This is an optimization exercise on Yosys and OpenROAD, whose aim is small area, a short achievable clock period and few clock cycles, not a production implementation. Function was checked by simulation only, so behaviour that the tests miss may differ from the original. The flow treats the clock pin as an ideal source. Dropping or thinning the clock tree relies on that and would not hold on a real chip. No activity file was given, so power comes from the tool's default toggle rates.

// btcp_rx_check
module btcp_rx_check (
    input  wire        clk,
    input  wire        rst,
    input  wire        in_valid,
    output wire        in_ready,
    input  wire [31:0] in_data,
    input  wire        in_last,
    input  wire [2:0]  in_nbytes,    
    output wire        res_valid,
    input  wire        res_ready,
    output wire [1:0]  res_status,   
    output wire [15:0] res_seq,
    output wire [15:0] res_ack,
    output wire [7:0]  res_flags,
    output wire [7:0]  res_win,
    output wire [15:0] res_dlen,
    output wire [15:0] res_csum,     
    output wire [15:0] res_calc,     
    output wire        res_csum_ok,
    output wire [2:0]  res_type,
    output wire [9:0]  res_plen
);
    function [15:0] crc_x32;
        input [15:0] v;
        reg   [15:0] c;
        integer k;
        begin
            c = 16'h0000;
            for (k = 15; k >= 0; k = k - 1)
                c = (c[15] ^ v[k]) ? ({c[14:0], 1'b0} ^ 16'h1021)
                                   : {c[14:0], 1'b0};
            for (k = 0; k < 16; k = k + 1)
                c = c[15] ? ({c[14:0], 1'b0} ^ 16'h1021) : {c[14:0], 1'b0};
            crc_x32 = c;
        end
    endfunction
    function [15:0] crc_x16;
        input [15:0] v;
        reg   [15:0] c;
        integer k;
        begin
            c = 16'h0000;
            for (k = 15; k >= 0; k = k - 1)
                c = (c[15] ^ v[k]) ? ({c[14:0], 1'b0} ^ 16'h1021)
                                   : {c[14:0], 1'b0};
            crc_x16 = c;
        end
    endfunction
    function [15:0] crc_u;
        input [15:0] c0;
        reg   [15:0] c;
        integer k;
        begin
            c = c0;
            for (k = 0; k < 8; k = k + 1)
                c = c[0] ? ({1'b0, c[15:1]} ^ 16'h8810) : {1'b0, c[15:1]};
            crc_u = c;
        end
    endfunction
    reg        rx;         
    reg        f1;         
    reg        ub;         
    reg        eq;         
    reg        rv;         
    reg [1:0]  uc;         
  ...
export LEC_CHECK = 0
export CAP_MARGIN = 20
export CORE_MARGIN = 2
export CORE_UTILIZATION = 40
export CTS_BUF_LIST = sky130_fd_sc_hd__clkbuf_8
export CTS_CLUSTER_DIAMETER = 200
export CTS_CLUSTER_SIZE = 50
export SETUP_SLACK_MARGIN = 3.8
export SLEW_MARGIN = 20
create_clock -name core_clock -period 6.0 [get_ports {clk}]
standard.sh (not shown) runs the stock make flow with config.mk's settings and CLKGATE_MAP_FILE= SYNTH_SCRIPT=/design/flow/synth_recipe.tcl, a recipe that flattens the netlist after the stock synthesis.
==> flow/flow/run.sh <==
#!/bin/bash
# The standard layout (standard.sh), with the port buffers made from a
# small buffer cell. Each step's full log is under orfs/logs; make's own
# output goes to standard.log.
set -euo pipefail
bash standard.sh \
  BUFFER_PORTS_ARGS="-buffer_cell sky130_fd_sc_hd__buf_1" \
  finish > standard.log 2>&1
Testbench counts at the start, summed over its fixed seeds: cycles 28,905.
Change:
==> flow/run.sh (new file) <==
#!/bin/bash
# synth_recipe.tcl (not shown) runs the flow's synth.tcl, then flattens the netlist and writes it again
# the make line also repeats each setting of config.mk as NAME=value (left out here)
make -C /OpenROAD-flow-scripts/flow DESIGN_CONFIG=/design/flow/config.mk WORK_HOME=/design/flow/orfs CLKGATE_MAP_FILE= SYNTH_SCRIPT=/design/flow/synth_recipe.tcl finish
--- a/flow/config.mk
+++ b/flow/config.mk
@@ -14 +14 @@
-export SETUP_SLACK_MARGIN = 3.8
+export SETUP_SLACK_MARGIN = 3.6
removed: flow/flow/run.sh
removed: flow/standard.sh
=> The new run ran to the end with no violations. Wire length barely changes. Non-clock buffer count is lower by 8. Total power goes up slightly. Cell count came out lower slightly. Count of clock-buffer cells in the layout stays the same. Worst hold slack gets better by 4.6 ps. Final area increases by a little under a tenth. Register-to-register slack barely changes. Utilization climbs by 4.1 points. Via count fell slightly.

========
Another version of the RTL of btcp_rx_check (not shown whole).
For scale: ~540 cells after synthesis, about 6600 µm² of cells after synthesis.
==> flow/config.mk <==
export PLATFORM = sky130hd
export DESIGN_NAME = btcp_rx_check
export DESIGN_NICKNAME = btcp_rx_check
export VERILOG_FILES = /design/flow/design.v
export SDC_FILE = /design/flow/constraint.sdc
export NUM_CORES = 4
export LEC_CHECK = 0
export CAP_MARGIN = 20
export CORE_MARGIN = 2
export CORE_UTILIZATION = 40
export PLACE_DENSITY = 0.4
export SETUP_SLACK_MARGIN = 3.8
export SLEW_MARGIN = 20
==> flow/constraint.sdc <==
create_clock -name core_clock -period 6.0 [get_ports {clk}]
set_input_delay 1.2000 -clock core_clock [delete_from_list [all_inputs] [get_ports {clk}]]
set_output_delay 1.2000 -clock core_clock [all_outputs]
set_load 0.01 [all_outputs]
==> flow/flow/run.sh <==
#!/bin/bash
# The standard layout (standard.sh) with two changes: port buffers use
# a small buffer cell, and the CTS step is replaced by flow/cts.tcl, which
# builds a two-level clock tree (see flow/clock_tree.tcl) and then repairs
# timing as ORFS's CTS step does. Logs: standard_place.log, cts.log (and
# orfs/logs/.../4_1_cts.log), standard_finish.log, plus ORFS's own logs.
set -euo pipefail
ARGS=(BUFFER_PORTS_ARGS="-buffer_cell sky130_fd_sc_hd__buf_1")
bash standard.sh "${ARGS[@]}" place > standard_place.log 2>&1
FLOW_FLOW_DIR="$PWD/flow" bash standard.sh "${ARGS[@]}" run \
  RUN_SCRIPT="$PWD/flow/cts.tcl" RUN_LOG_NAME_STEM=4_1_cts > cts.log 2>&1
bash standard.sh "${ARGS[@]}" finish > standard_finish.log 2>&1
Other scripts of this flow, unchanged in this note and not shown: flow/flow/clock_tree.tcl, flow/flow/cts.tcl
Testbench counts at the start, summed over its fixed seeds: cycles 28,837.
Change:
--- a/flow/config.mk
+++ b/flow/config.mk
@@ -11 +11 @@
-export PLACE_DENSITY = 0.4
+export PLACE_DENSITY = 0.55
Outcome: The new run produced a clean layout; flip-flop and latch count stays the same; synthesized area stays the same; setup slack improves by 58 ps; synthesized cell count stays the same; design area stays flat; fmax goes up by 2.7%; total power went down by about 1.6%; hold slack is better by 18 ps; core utilization is about the same; die area stays the same; critical path depth does not change.
Change:
--- a/flow/config.mk
+++ b/flow/config.mk
@@ -11,2 +11,2 @@
-export PLACE_DENSITY = 0.55
-export SETUP_SLACK_MARGIN = 3.8
+export PLACE_DENSITY = 0.5
+export SETUP_SLACK_MARGIN = 3.85
Outcome: The new run completed without violations; power goes up by 2.8%; core utilization grows by 0.69 points; first-iteration DRC count decreases by 14%; final area grows by 1.4%; clock skew stays flat; final cell count climbs by 1.2%; area after synthesis stays the same; maximum frequency increases by 1.3%; sequential power barely changes; via count grows by 1.3%.
In every run of this note, the design's own scripts or RTL, not TritonCTS, make the clock network.

-- afterwards: timing with drivers on the ports --
The flow's constraints put no driver on any port. The routed layouts listed below were extracted and timed again, unchanged, in two steps.
Step 1 (the two cells are an assumption about what drives the block):
set clk [get_ports {clk}]
set_driving_cell -lib_cell sky130_fd_sc_hd__clkbuf_16 $clk
set_driving_cell -lib_cell sky130_fd_sc_hd__buf_2 [delete_from_list [all_inputs] $clk]
Step 2 adds t to the input delays and takes it off the output delays; t is the mean of the earliest and latest rising clock arrival at the registers after step 1. Input paths then give back, and output paths get back, about the clock's delay inside the block.
Three values: ideal ports, drivers, drivers and shift; two values: the first two.
run	shift t [ns]	setup slack, ns	latest minus earliest clock arrival (ns)	worst slew at a driven data input, ns
the first run of note 1	0.470	3.765 / 3.729 / 3.331	0.013 / 0.012	0.04
the second run of note 1	0.468	3.615 / 3.617 / 3.158	0.012 / 0.012	0.04
the first run of note 2	0.349	3.751 / 3.746 / 3.445	0.016 / 0.016	0.05
the second run of note 2	0.348	3.809 / 3.781 / 3.506	0.014 / 0.014	0.07
the third run of note 2	0.354	3.838 / 3.765 / 3.544	0.013 / 0.013	0.06
After both steps every run listed still meets setup and hold. The setup slack of the second run of note 1, which loses most, moves by +0.002 ns with the drivers and by -0.457 ns with both steps.
